Source: an optimization exercise on an open RTL-to-GDS flow (aim: small area, a short achievable clock period and few clock cycles per item). Production flows keep margins and buffers that such runs may drop. Where RTL was checked, it was by simulation tests only, not by an equivalence proof against the original. Only the layout flow was run in run 2; the RTL was not checked for function there. No activity file was given, so power comes from the tool's default toggle rates.

==> flow/design.v, too long to show whole: its modules and the start of the top module <==
// module sana_sqtree: 279 lines
// module sana_multree: 463 lines
// module sana_envbank: 251 lines
module sana_envbank (
    input  wire        clk,
    input  wire        rst,
    input  wire        in_valid,
    output wire        in_ready,
    input  wire [2:0]  in_op,
    input  wire [1:0]  in_unit,
    input  wire [79:0] in_data,
    output reg         out_valid,
    output reg  [8:0]  out_state,
    output wire [47:0] out_value,
    output reg         out_err
);
  // ...
==> flow/run.sh <==
#!/bin/bash
# synth_recipe.tcl (not shown) runs the flow's synth.tcl, then flattens the netlist and writes it again
# the make line also repeats each setting of config.mk as NAME=value (left out here)
make -C /OpenROAD-flow-scripts/flow DESIGN_CONFIG=/design/flow/config.mk WORK_HOME=/design/flow/orfs CLKGATE_MAP_FILE= SYNTH_SCRIPT=/design/flow/synth_recipe.tcl finish
==> flow/config.mk <==
export PLATFORM = sky130hd
export DESIGN_NAME = sana_envbank
export DESIGN_NICKNAME = sana_envbank
export VERILOG_FILES = /design/flow/design.v
export SDC_FILE = /design/flow/constraint.sdc
export NUM_CORES = 4
export LEC_CHECK = 0
export CAP_MARGIN = 20
export CORE_MARGIN = 2
export CORE_UTILIZATION = 40
export SLEW_MARGIN = 20
==> flow/constraint.sdc <==
create_clock -name core_clock -period 19.0 [get_ports {clk}]
set_input_delay 3.8000 -clock core_clock [delete_from_list [all_inputs] [get_ports {clk}]]
set_output_delay 3.8000 -clock core_clock [all_outputs]
set_load 0.01 [all_outputs]
==> tab_implementation.tex, run 1 <==
\begin{tabular}{lr}
\hline
Metric & Value \\
\hline
\multicolumn{2}{l}{\textbf{GRT}} \\
Met3 Usage GRT & 3.15\% \\
Met2 GRT Util & 34.5\% \\
\multicolumn{2}{l}{\textbf{Worst hold path}} \\
Sink of the worst hold path & m\_err \\
\multicolumn{2}{l}{\textbf{CTS}} \\
Max clock buf depth & 3 \\
Number of buffers inserted by hold repair at cts & 0 \\
Root buffer cell & sky130\_fd\_sc\_hd\_\_clkbuf\_16 \\
CTS tree & yes \\
Post-CTS setup buffer count & 0 \\
Clock Latency Late Sink & 730 ps \\
\multicolumn{2}{l}{\textbf{Power}} \\
Sequential share of power & 46.2\% \\
PnR Total Power & 3.13 mW \\
IR Drop Worst-Case VDD & 0.0828 mV \\
\multicolumn{2}{l}{\textbf{Yosys}} \\
Async set or reset register ratio after synthesis & 0\% \\
Number of enable-type register cells in the synthesized netlist & 0 \\
Yosys Warn Count & 1 \\
Share of the synthesized area in the top cell type & 26.1\% \\
Ranking of synthesized cells by instance count & sky130\_fd\_sc\_hd\_\_nand2\_1, sky130\_fd\_sc\_hd\_\_inv\_1, sky130\_fd\_sc\_hd\_\_fa\_1, sky130\_fd\_sc\_hd\_\_dfxtp\_1, sky130\_fd\_sc\_hd\_\_and2\_1 \\
Largest area contributor in the synthesized netlist & sky130\_fd\_sc\_hd\_\_fa\_1 \\
Compound-gate portion of the synthesized area & 12.1\% \\
Flip-flop cell with the highest count after synthesis & sky130\_fd\_sc\_hd\_\_dfxtp\_1 \\
\multicolumn{2}{l}{\textbf{Finish}} \\
Most frequent cells in the layout & sky130\_fd\_sc\_hd\_\_nand2\_1, sky130\_fd\_sc\_hd\_\_inv\_1, sky130\_fd\_sc\_hd\_\_fa\_1 \\
Filler-free cell count of the finished design & 8776 \\
Number of non-clock buffers in the layout & 202 \\
Final design area excluding fillers & 65000 sq um \\
Area used by multi-input combinational logic & 40800 sq um \\
Inverters, non-clock & 988 \\
Share of post-route cells with drive strength above 1 & 4.14\% \\
\multicolumn{2}{l}{\textbf{Setup path}} \\
R2r setup slk & 12910 ps \\
Cell class contributing the biggest share of worst-path delay & buffers and inverters \\
Slowest-stage cell, CP & sky130\_fd\_sc\_hd\_\_buf\_4 \\
Critical Path Sink Type & register \\
Critical Path Fanout Max & 134 \\
\multicolumn{2}{l}{\textbf{Drt}} \\
Met2 wirelength from detailed routing & 73700 um \\
Met1 WL & 75100 um \\
\multicolumn{2}{l}{\textbf{Timing}} \\
Share of the clock period used by the worst path after layout & 32.1\% \\
Time the worst path needs with I/O delays and setup & 6100 ps \\
\multicolumn{2}{l}{\textbf{Placed design}} \\
Number of placed instances, taps included & 8627 \\
\multicolumn{2}{l}{\textbf{Run status}} \\
Outcome & finished clean \\
\hline
\end{tabular}
Testbench counts, summed over its fixed seeds: cycles 32,032, items 32,000.
==> module sana_envbank, before the edit <==
module sana_envbank (
    input  wire        clk,
    input  wire        rst,
    input  wire        in_valid,
    output wire        in_ready,
    input  wire [2:0]  in_op,
    input  wire [1:0]  in_unit,
    input  wire [79:0] in_data,
    output reg         out_valid,
    output reg  [8:0]  out_state,
    output wire [47:0] out_value,
    output reg         out_err
);
    localparam [2:0] ST_ATTACK = 3'd0, ST_DECAY = 3'd1, ST_SUSTAIN = 3'd2,
                     ST_RELEASE = 3'd3, ST_WAIT = 3'd4, ST_ECHO = 3'd5;
    localparam [2:0] K_HOLD = 3'd0, K_ZERO = 3'd1, K_ONE = 3'd2, K_S = 3'd3,
                     K_ATT = 3'd4, K_DEC = 3'd5, K_REL = 3'd6, K_REL0 = 3'd7;
    localparam [15:0] ONE = 16'd32768;
    assign in_ready = 1'b1;
    reg        c_valid;
    reg [2:0]  c_op;
    reg [1:0]  c_unit;
    reg [79:0] c_data;
    always @(posedge clk) begin
        c_valid <= in_valid & ~rst;
        c_op    <= in_op;
        c_unit  <= in_unit;
        c_data  <= in_data;
    end
    wire c_unit_op = (c_op <= 3'd4);
    wire c_cyc_all = (c_op == 3'd5);
    wire c_bad     = (c_op == 3'd7) || (c_unit_op && c_unit == 2'd3);
    wire [2:0] c_eop = c_cyc_all ? 3'd3 : c_op;
    wire [15:0] p_a = (c_data[15:0]  == 16'd0) ? 16'd1 : c_data[15:0];
    wire [15:0] p_d = (c_data[31:16] == 16'd0) ? 16'd1 : c_data[31:16];
    wire [15:0] p_s = (c_data[47:32] > ONE)    ? ONE   : c_data[47:32];
    wire [15:0] p_r = (c_data[63:48] == 16'd0) ? 16'd1 : c_data[63:48];
    wire [15:0] p_h = (c_data[79:64] == 16'd0) ? 16'd1 : c_data[79:64];
    reg       x_valid, m_valid;
    reg       x_err,   m_err;
    reg [8:0] m_state;
    always @(posedge clk) begin
        if (rst) begin
            x_valid   <= 1'b0;
            m_valid   <= 1'b0;
            out_valid <= 1'b0;
        end else begin
            x_valid   <= c_valid;
            m_valid   <= x_valid;
            out_valid <= m_valid;
        end
        x_err   <= c_bad;
        m_err   <= x_err;
        out_err <= m_err;
    end
    genvar u;
    generate
        for (u = 0; u < 3; u = u + 1) begin : g_env
            reg [2:0]  state;
            reg [14:0] t;
            reg [15:0] inc_a, inc_d, sus, inc_r, inc_h;
            wire en = c_valid && (c_cyc_all || (c_unit_op && c_unit == u));
            reg [15:0] inc;
            always @(*) begin
                case (state)
                    ST_ATTACK:  inc = inc_a;
                    ST_DECAY:   inc = inc_d;
                    ST_RELEASE: inc = inc_r;
                    default:    inc = inc_h;
                endcase
            end
            wire [16:0] t_sum  = {2'b00, t} + {1'b0, inc};
            wire        t_done = t_sum[16] | t_sum[15];
            wire        t_zero = (t == 15'd0);
            reg [2:0]  n_state;
            reg [14:0] n_t;
            reg [2:0]  n_kind;
            reg        n_rs;
            always @(*) begin
                n_state = state;
                n_t     = t;
                n_kind  = K_HOLD;
                n_rs    = 1'b0;
                if (en) begin
                    case (c_eop)
                        3'd0: begin      
                            if (state != ST_RELEASE) begin
                                n_kind = K_ZERO;
                                n_t    = 15'd0;
                            end
                            n_state = ST_ATTACK;
                        end
                        3'd1: begin      
                            if (state == ST_ATTACK || state == ST_DECAY || state == ST_SUSTAIN) begin
                                n_rs    = 1'b1;
                                n_t     = 15'd0;
                                n_state = ST_RELEASE;
                            end
                        end
                        3'd2: begin      
                            n_kind  = K_ZERO;
                            n_t     = 15'd0;
                            n_state = ST_WAIT;
                        end
                        3'd3: begin      
                            case (state)
                                ST_ATTACK: begin
                                    if (t_done) begin
                                        n_kind  = K_ONE;
                                        n_t     = 15'd0;
                                        n_state = ST_DECAY;
                                    end else begin
                                        n_kind  = t_zero ? K_ZERO : K_ATT;
                                        n_t     = t_sum[14:0];
                                    end
                                end
                                ST_DECAY: begin
                                    if (t_done) begin
                                        n_kind  = K_S;
                                        n_t     = 15'd0;
                                        n_state = ST_SUSTAIN;
                                    end else begin
                                        n_kind  = t_zero ? K_ONE : K_DEC;
                                        n_t     = t_sum[14:0];
                                    end
                                end
                                ST_SUSTAIN: begin
                                    n_kind  = K_S;
                                    n_t     = 15'd0;
                                end
                                ST_RELEASE: begin
                                    if (t_done) begin
                                        n_kind  = K_ZERO;
                                        n_t     = 15'd0;
                                        n_state = ST_WAIT;
                                    end else begin
                                        n_kind  = t_zero ? K_REL0 : K_REL;
                                        n_t     = t_sum[14:0];
                                    end
                                end
                                ST_WAIT: begin
                                    n_kind = K_ZERO;
                                    if (t_done) begin
                                        n_t     = 15'd0;
                                        n_state = ST_ECHO;
                                    end else begin
                                        n_t     = t_sum[14:0];
                                    end
                                end
                                default: begin
                                    n_kind = K_ZERO;
                                end
                            endcase
                        end
                        default: ;
                    endcase
                end
            end
            wire set_p = en && (c_eop == 3'd4);
            wire [30:0] sq_s, sq_c;
            sana_sqtree u_sq (.t(t), .s(sq_s), .c(sq_c));
            wire [30:0] sq_y = sq_s + sq_c;
            reg [2:0]  m_kind;
            reg        m_rs;
            reg [14:0] m_sq;
            reg        m_nz;
            always @(posedge clk) begin
                if (rst) begin
                    state  <= ST_ECHO;
                    t      <= 15'd0;
                    inc_a  <= ONE;
                    inc_d  <= ONE;
                    sus    <= ONE;
                    inc_r  <= ONE;
                    inc_h  <= ONE;
                    m_kind <= K_HOLD;
                    m_rs   <= 1'b0;
                end else begin
                    state  <= n_state;
                    t      <= n_t;
                    if (set_p) begin
                        inc_a <= p_a;
                        inc_d <= p_d;
                        sus   <= p_s;
                        inc_r <= p_r;
                        inc_h <= p_h;
                    end
                    m_kind <= n_kind;
                    m_rs   <= n_rs;
                end
                m_sq <= sq_y[29:15];
                m_nz <= |sq_y[14:0];
            end
            reg  [15:0] v_rel;
            reg  [15:0] value;
            reg  [15:0] mx, mw;
            always @(*) begin
                mx = 16'd0;
                mw = 16'd0;
                case (m_kind)
                    K_ONE: mw = ONE;
                    K_S:   mw = sus;
                    K_DEC: begin mx = ONE - sus; mw = sus; end
                    K_REL: mx = v_rel;
                    default: ;
                endcase
            end
            wire        m_att = (m_kind == K_ATT);
            wire [15:0] mz = m_att  ? {1'b0, ~m_sq} :
                             mx[15] ? {1'b0, m_sq}  : mw;
            wire        me = m_att & ~m_nz;
            wire [30:0] mt_s, mt_c;
            sana_multree u_mul (.x(mx[14:0]), .q(m_sq), .z(mz), .e(me), .s(mt_s), .c(mt_c));
            wire [15:0] lo_sum = {1'b0, mt_s[14:0]} + {1'b0, mt_c[14:0]};
            reg  [2:0]  f_kind;
            reg         f_rs;
            reg  [15:0] f_s, f_c;
            reg         f_cl;
            reg  [2:0]  f_state;
            always @(posedge clk) begin
                if (rst) begin
                    f_kind <= K_HOLD;
                    f_rs   <= 1'b0;
                end else begin
                    f_kind <= m_kind;
                    f_rs   <= m_rs;
                end
                f_s     <= mt_s[30:15];
                f_c     <= mt_c[30:15];
                f_cl    <= lo_sum[15];
                f_state <= state;
            end
            wire [15:0] f_y = f_s + f_c + {15'd0, f_cl};
            always @(posedge clk) begin
                if (rst) begin
                    value <= 16'd0;
                    v_rel <= 16'd0;
                end else begin
                    if (f_rs)
                        v_rel <= value;
                    if (f_kind == K_REL0)
                        value <= v_rel;
                    else if (f_kind != K_HOLD)
                        value <= f_y;
                end
                out_state[3*u +: 3] <= f_state;
            end
            assign out_value[16*u +: 16] = value;
        end
    endgenerate
endmodule
==> run 2: changes to the inputs <==
==> flow/design.v (replaced) <==
module sana_env (
    input  wire        clk,
    input  wire        rst,
    input  wire        en,       
    input  wire [2:0]  op,       
    input  wire [79:0] data,     
    output reg  [2:0]  state,
    output reg  [15:0] value
);
    localparam [2:0] ST_ATTACK = 3'd0, ST_DECAY = 3'd1, ST_SUSTAIN = 3'd2,
                     ST_RELEASE = 3'd3, ST_WAIT = 3'd4, ST_ECHO = 3'd5;
    localparam [15:0] ONE = 16'd32768;
    reg [14:0] t;         
    reg [15:0] v_rel;     
    reg [15:0] inc_a, inc_d, sus, inc_r, inc_h;
    wire [31:0] att_prod = {17'd0, t} * (32'd65536 - {17'd0, t});
    wire [15:0] att_val  = att_prod[30:15];
    wire [15:0] one_m_t = ONE - {1'b0, t};
    wire [31:0] sq_prod = one_m_t * one_m_t;
    wire [15:0] sq      = sq_prod[30:15];
    wire [15:0] one_m_s  = ONE - sus;
    wire [31:0] dec_prod = one_m_s * sq;
    wire [15:0] dec_val  = dec_prod[30:15] + sus;
    wire [31:0] rel_prod = v_rel * sq;
    wire [15:0] rel_val  = rel_prod[30:15];
    reg  [15:0] inc;
    always @(*) begin
        case (state)
            ST_ATTACK:  inc = inc_a;
            ST_DECAY:   inc = inc_d;
            ST_RELEASE: inc = inc_r;
            default:    inc = inc_h;
        endcase
    end
    wire [16:0] t_sum  = {2'b00, t} + {1'b0, inc};
    wire        t_done = (t_sum >= 17'd32768);
    wire [15:0] p_a = (data[15:0]  == 16'd0) ? 16'd1 : data[15:0];
    wire [15:0] p_d = (data[31:16] == 16'd0) ? 16'd1 : data[31:16];
    wire [15:0] p_s = (data[47:32] > ONE)    ? ONE   : data[47:32];
    wire [15:0] p_r = (data[63:48] == 16'd0) ? 16'd1 : data[63:48];
    wire [15:0] p_h = (data[79:64] == 16'd0) ? 16'd1 : data[79:64];
    always @(posedge clk) begin
        if (rst) begin
            state <= ST_ECHO;
            value <= 16'd0;
            t     <= 15'd0;
            v_rel <= 16'd0;
            inc_a <= ONE;
            inc_d <= ONE;
            sus   <= ONE;
            inc_r <= ONE;
            inc_h <= ONE;
        end else if (en) begin
            case (op)
                3'd0: begin      
                    if (state != ST_RELEASE) begin
                        value <= 16'd0;
                        t     <= 15'd0;
                    end
                    state <= ST_ATTACK;
                end
                3'd1: begin      
                    if (state == ST_ATTACK || state == ST_DECAY || state == ST_SUSTAIN) begin
                        v_rel <= value;
                        t     <= 15'd0;
                        state <= ST_RELEASE;
                    end
                end
                3'd2: begin      
                    value <= 16'd0;
                    t     <= 15'd0;
                    state <= ST_WAIT;
                end
                3'd3: begin      
                    case (state)
                        ST_ATTACK: begin
                            if (t_done) begin
                                value <= ONE;
                                t     <= 15'd0;
                                state <= ST_DECAY;
                            end else begin
                                value <= att_val;
                                t     <= t_sum[14:0];
                            end
                        end
                        ST_DECAY: begin
                            if (t_done) begin
                                value <= sus;
                                t     <= 15'd0;
                                state <= ST_SUSTAIN;
                            end else begin
                                value <= dec_val;
                                t     <= t_sum[14:0];
                            end
                        end
                        ST_SUSTAIN: begin
                            value <= sus;
                            t     <= 15'd0;
                        end
                        ST_RELEASE: begin
                            if (t_done) begin
                                value <= 16'd0;
                                t     <= 15'd0;
                                state <= ST_WAIT;
                            end else begin
                                value <= rel_val;
                                t     <= t_sum[14:0];
                            end
                        end
                        ST_WAIT: begin
                            value <= 16'd0;
                            if (t_done) begin
                                t     <= 15'd0;
                                state <= ST_ECHO;
                            end else begin
                                t     <= t_sum[14:0];
                            end
                        end
                        default: begin
                            value <= 16'd0;
                        end
                    endcase
                end
                3'd4: begin      
                    inc_a <= p_a;
                    inc_d <= p_d;
                    sus   <= p_s;
                    inc_r <= p_r;
                    inc_h <= p_h;
                end
                default: ;
            endcase
        end
    end
endmodule
module sana_envbank (
    input  wire        clk,
    input  wire        rst,
    input  wire        in_valid,
    output wire        in_ready,
    input  wire [2:0]  in_op,
    input  wire [1:0]  in_unit,
    input  wire [79:0] in_data,
    output reg         out_valid,
    output wire [8:0]  out_state,
    output wire [47:0] out_value,
    output reg         out_err
);
    wire unit_op  = (in_op <= 3'd4);
    wire bad      = (in_op == 3'd7) || (unit_op && in_unit == 2'd3);
    wire cyc_all  = (in_op == 3'd5);
    wire [2:0] op = cyc_all ? 3'd3 : in_op;
    assign in_ready = 1'b1;
    genvar u;
    generate
        for (u = 0; u < 3; u = u + 1) begin : g_env
            wire en = in_valid && (cyc_all || (unit_op && in_unit == u));
            sana_env u_env (
                .clk(clk), .rst(rst), .en(en), .op(op), .data(in_data),
                .state(out_state[3*u +: 3]), .value(out_value[16*u +: 16])
            );
        end
    endgenerate
    always @(posedge clk) begin
        if (rst) begin
            out_valid <= 1'b0;
            out_err   <= 1'b0;
        end else begin
            out_valid <= in_valid;
            out_err   <= bad;
        end
    end
endmodule
==> run 2 against run 1 <==
Still clean on timing, DRC and antenna. Total power down 31%. Worst hold slack improved by 120 ps. Clock skew grew 1.7 ps. Synthesized cell count up 89%. Sequential power down 42%. Non-clock buffer count grew 217. Critical path type is now register to register.
==> tab_implementation.tex, run 2 <==
\begin{tabular}{lr}
\hline
Metric & Value \\
\hline
\multicolumn{2}{l}{\textbf{Setup path}} \\
Startpoint-to-endpoint class of the critical path & register to register \\
CP Data Required Time & 19580 ps \\
Worst endpoint data arrival time & 18380 ps \\
Critical Path Fanout Max & 32 (-76\%) \\
Delay contributed by the slowest stage of the critical path & 760 ps \\
Type of origin of the critical path & register \\
Slowest-stage cell, CP & sky130\_fd\_sc\_hd\_\_o31a\_2 \\
Dominant cell type by count on the critical path & sky130\_fd\_sc\_hd\_\_fa\_1 \\
Critical Path Sink Type & register \\
\multicolumn{2}{l}{\textbf{Timing}} \\
Time the worst path needs with I/O delays and setup & 17800 ps (+11700 ps) \\
RSZ-0062 raised after global routing & no \\
Hold violation total from the final report & 0 \\
Share of the clock period used by the worst path after layout & 93.7\% (+62 points) \\
Slew Limit Headroom & 17.5\% \\
Total Negative Setup Slacks & 0 ps \\
Final Max Tran Viols & 0 \\
Slew at the pin closest to its max-slew limit & 1240 ps \\
Clock Skews & 59.0 ps \\
Peak clock frequency supported by timing & 0.0562 GHz \\
Setup-violating endpoint count in the final report & 0 \\
\multicolumn{2}{l}{\textbf{Placed design}} \\
Number of port buffers & 146 \\
GPL Wtd Cong & 0.971 \\
Dpl hpwl & 273000 um \\
\multicolumn{2}{l}{\textbf{Yosys}} \\
Most numerous cell in the Yosys netlist & sky130\_fd\_sc\_hd\_\_inv\_1 \\
Flip-flop cell with the highest count after synthesis & sky130\_fd\_sc\_hd\_\_dfxtp\_1 \\
Share of the synthesized area in the top cell type & 39.5\% (+13 points) \\
Number of different library cells in the post-synthesis netlist & 95 \\
Ranking of synthesized cells by instance count & sky130\_fd\_sc\_hd\_\_inv\_1, sky130\_fd\_sc\_hd\_\_fa\_1, sky130\_fd\_sc\_hd\_\_nand2\_1, sky130\_fd\_sc\_hd\_\_ha\_1, sky130\_fd\_sc\_hd\_\_nor2\_1 \\
Number of enable-type register cells in the synthesized netlist & 0 (unchanged) \\
Largest cells by area after synthesis & sky130\_fd\_sc\_hd\_\_fa\_1, sky130\_fd\_sc\_hd\_\_ha\_1, sky130\_fd\_sc\_hd\_\_inv\_1 \\
Synthesized area per cell & 8.59 sq um \\
Fraction of the yosys area taken by sequential cells & 7.05\% \\
Async set or reset register ratio after synthesis & 0\% (unchanged) \\
Yosys Warn Count & 2 (+1) \\
Syn Inst Count & 13000 \\
Synthesis-stage register bit count & 392 \\
Largest area contributor in the synthesized netlist & sky130\_fd\_sc\_hd\_\_fa\_1 \\
Post-synthesis instance area & 111000 sq um \\
\multicolumn{2}{l}{\textbf{CTS}} \\
Clock Latency Late Sink & 680 ps (-50 ps) \\
Num Clock Sinks & 392 \\
CTS tree & yes \\
H-tree Lvls & 2 \\
Number of buffers inserted during clock tree synthesis & 47 \\
Clock-pin slew of the registers on the worst-case setup and hold paths & 60 ps \\
Max clock buf depth & 3 (unchanged) \\
Number of buffers inserted by hold repair at cts & 0 (unchanged) \\
Root buffer cell & sky130\_fd\_sc\_hd\_\_clkbuf\_16 \\
\multicolumn{2}{l}{\textbf{Power}} \\
Leakage & 59.8 nW \\
IR Drop Worst-Case VDD & 0.0732 mV (-12\%) \\
Power density relative to cell area & 18.0 nW/um\^{}2 \\
PnR Total Power & 2.15 mW (-31\%) \\
\multicolumn{2}{l}{\textbf{Finish}} \\
Signed area change from the synthesized netlist to the final layout & 7.45\% \\
Most frequent cells in the layout & sky130\_fd\_sc\_hd\_\_inv\_1, sky130\_fd\_sc\_hd\_\_fa\_1, sky130\_fd\_sc\_hd\_\_nand2\_1 \\
Fraction of the core area covered by cells at the end of the flow & 43.2\% \\
Final net count & 16500 \\
Share of post-route cells with drive strength above 1 & 4.61\% (+0.47 points) \\
Most frequent standard cell in the layout excluding fill and tap cells & sky130\_fd\_sc\_hd\_\_inv\_1 \\
\multicolumn{2}{l}{\textbf{GRT}} \\
Busiest metal layer after global routing & met2 \\
Number of antenna violations at the first check in global routing & 43 \\
GRT Resource Usage Total & 24.3\% \\
Met3 Usage GRT & 2.84\% (-0.32 points) \\
Met2 GRT Util & 40.2\% (+5.7 points) \\
Largest net degree at the start of global routing & 87 \\
Fraction of met1 tracks used by global routing & 31.7\% \\
Vias in the first global route & 90200 \\
Global-route wire length before repair & 534000 um \\
Overflow left after global routing & 0 \\
\multicolumn{2}{l}{\textbf{Floorplanning}} \\
Effective utilization at floorplan & 40.2\% \\
Chip Height & 532 um \\
Placeable core region & 277000 sq um \\
Number of I/O pins & 148 \\
Die X & 532 um \\
Floorplan die area & 283000 sq um \\
FP Rows & 193 \\
\multicolumn{2}{l}{\textbf{Drt}} \\
First DRT Iteration DRCs & 6189 \\
Iteration count of the initial detailed-routing pass & 7 \\
Via total after detailed routing & 86400 \\
Aggregate routed wire length & 338000 um \\
Detailed-route DRC error count & 0 \\
Ratio of routed vias to standard cells & 5.19 \\
Number of nets still failing antenna checks after routing & 0 \\
Average wire length per cell after detail routing & 20.3 um \\
\multicolumn{2}{l}{\textbf{Flow run}} \\
Count of max-cap constraint violations & 0 \\
\multicolumn{2}{l}{\textbf{Worst hold path}} \\
Worst min path class & register to register \\
\multicolumn{2}{l}{\textbf{Run status}} \\
Outcome & finished clean \\
\hline
\end{tabular}
-- run 2: changes by cell type after synthesis, moves of 129 or more --
cell,change
sky130_fd_sc_hd__dfxtp_1,-276
sky130_fd_sc_hd__nand2b_1,+129
sky130_fd_sc_hd__xnor2_1,+146
sky130_fd_sc_hd__ha_1,+950
sky130_fd_sc_hd__nand2_1,+920
sky130_fd_sc_hd__nor2_1,+489
sky130_fd_sc_hd__inv_1,+1669
sky130_fd_sc_hd__clkbuf_1,+206
sky130_fd_sc_hd__fa_1,+1425
-- run 2: layout make-up --
cell class | instances | area [sq um]
sequential | 392 | 7850
clock buffer | 62 | 1320
multi-input combinational | 9355 | 91900
clock inverter | 23 | 370
timing repair buffer | 419 | 3530
antenna | 28 | 70.1
tap | 3705 | 4640
fill | 27800 | 157000
inverter | 2658 | 9980
-- run 2: final timing paths --
kind / end / start / slack [ps] / cells past startpoint
max reg2reg: g_env[0].u_env.value[15] / g_env[0].u_env.t[0] / 1200 / 64
max: g_env[0].u_env.value[15] / g_env[0].u_env.t[0] / 1200 / 64
min: g_env[2].u_env.inc_a[6] / g_env[2].u_env.inc_a[6] / 450 / 2
min reg2reg: g_env[2].u_env.inc_a[6] / g_env[2].u_env.inc_a[6] / 450 / 2
-- run 2: repair_timing --
item	in CTS	in global routing
gates resized for setup	0	1
setup endpoints to repair	0	1
setup buffers	0	1
-- run 2: routing by layer --
layer | part of all wire, % | vias to the layer above | wire length [um]
li1 | - | 39400 | -
met1 | 42 | 43600 | 140000
met2 | 47 | 2711 | 160000
met3 | 5.8 | 629 | 19500
met4 | 5.3 | 8 | 17900
met5 | 0.037 | - | 126
-- run 2: critical path, delay by kind of cell (launching register included) --
kind                     cells  cell delay [ps]
AO/OA/AOI/OAI               16             4460
buffers and inverters       10              920
adder cells (fa/ha/maj)     17             6950
XOR/XNOR                     2              590
flip-flops                   1              380
AND/OR/NAND/NOR             19             4370
-- run 2: cells by family after synthesis --
group,count (synthesis),synth area share (%)
AO/OA/AOI/OAI,1257,7.25
XOR/XNOR,410,3.27
adder cells (fa/ha/maj),3497,54.1
buffers and inverters,3263,11.0
flip-flops,392,7.05
multiplexers,118,1.11
other,2,0.00674
AND/OR/NAND/NOR,4033,16.2
-- run 2: metrics by stage --
stage                     instances  area, sq um  hold slack, ps  setup WS (ps)
after floorplan               13000       112000             432           2540
after global placement        16500       118000             439           1160
after detailed placement      16500       118000             445            933
after CTS                     16600       120000             454            878
after global routing          16600       120000             465            143
final                         16600       120000             452           1200
-- run 2: report_power, final --
group | internal (mW) | switching, mW
Clock | 0.582 | 0.431
Sequential | 0.828 | 0.00599
Combinational | 0.0967 | 0.211

## static timing again, ports no longer ideal
The flow's constraints put no driver on any port. The routed layouts listed below were extracted and timed again, unchanged, in two steps. Step 1 (the two cells are an assumption about what drives the block):
set clk [get_ports {clk}]
set_driving_cell -lib_cell sky130_fd_sc_hd__clkbuf_16 $clk
set_driving_cell -lib_cell sky130_fd_sc_hd__buf_2 [delete_from_list [all_inputs] $clk]
Step 2, shift: input delay + t, output delay - t, t = (earliest + latest rising clock arrival at the registers) / 2. This alone moves slack from input paths to output paths. Three values: no drivers, after step 1, after step 2; two values: the first two.
run	t, ns	slack for setup (ns)	worst setup path after step 2
run 1	0.766	12.898 / 12.906 / 12.160	input to register
run 2	0.732	1.201 / 1.201 / 1.201	register to register
After both steps every run listed still meets setup and hold. The setup slack of run 1, which loses most, moves by +0.008 ns with the drivers and by -0.738 ns with both steps.
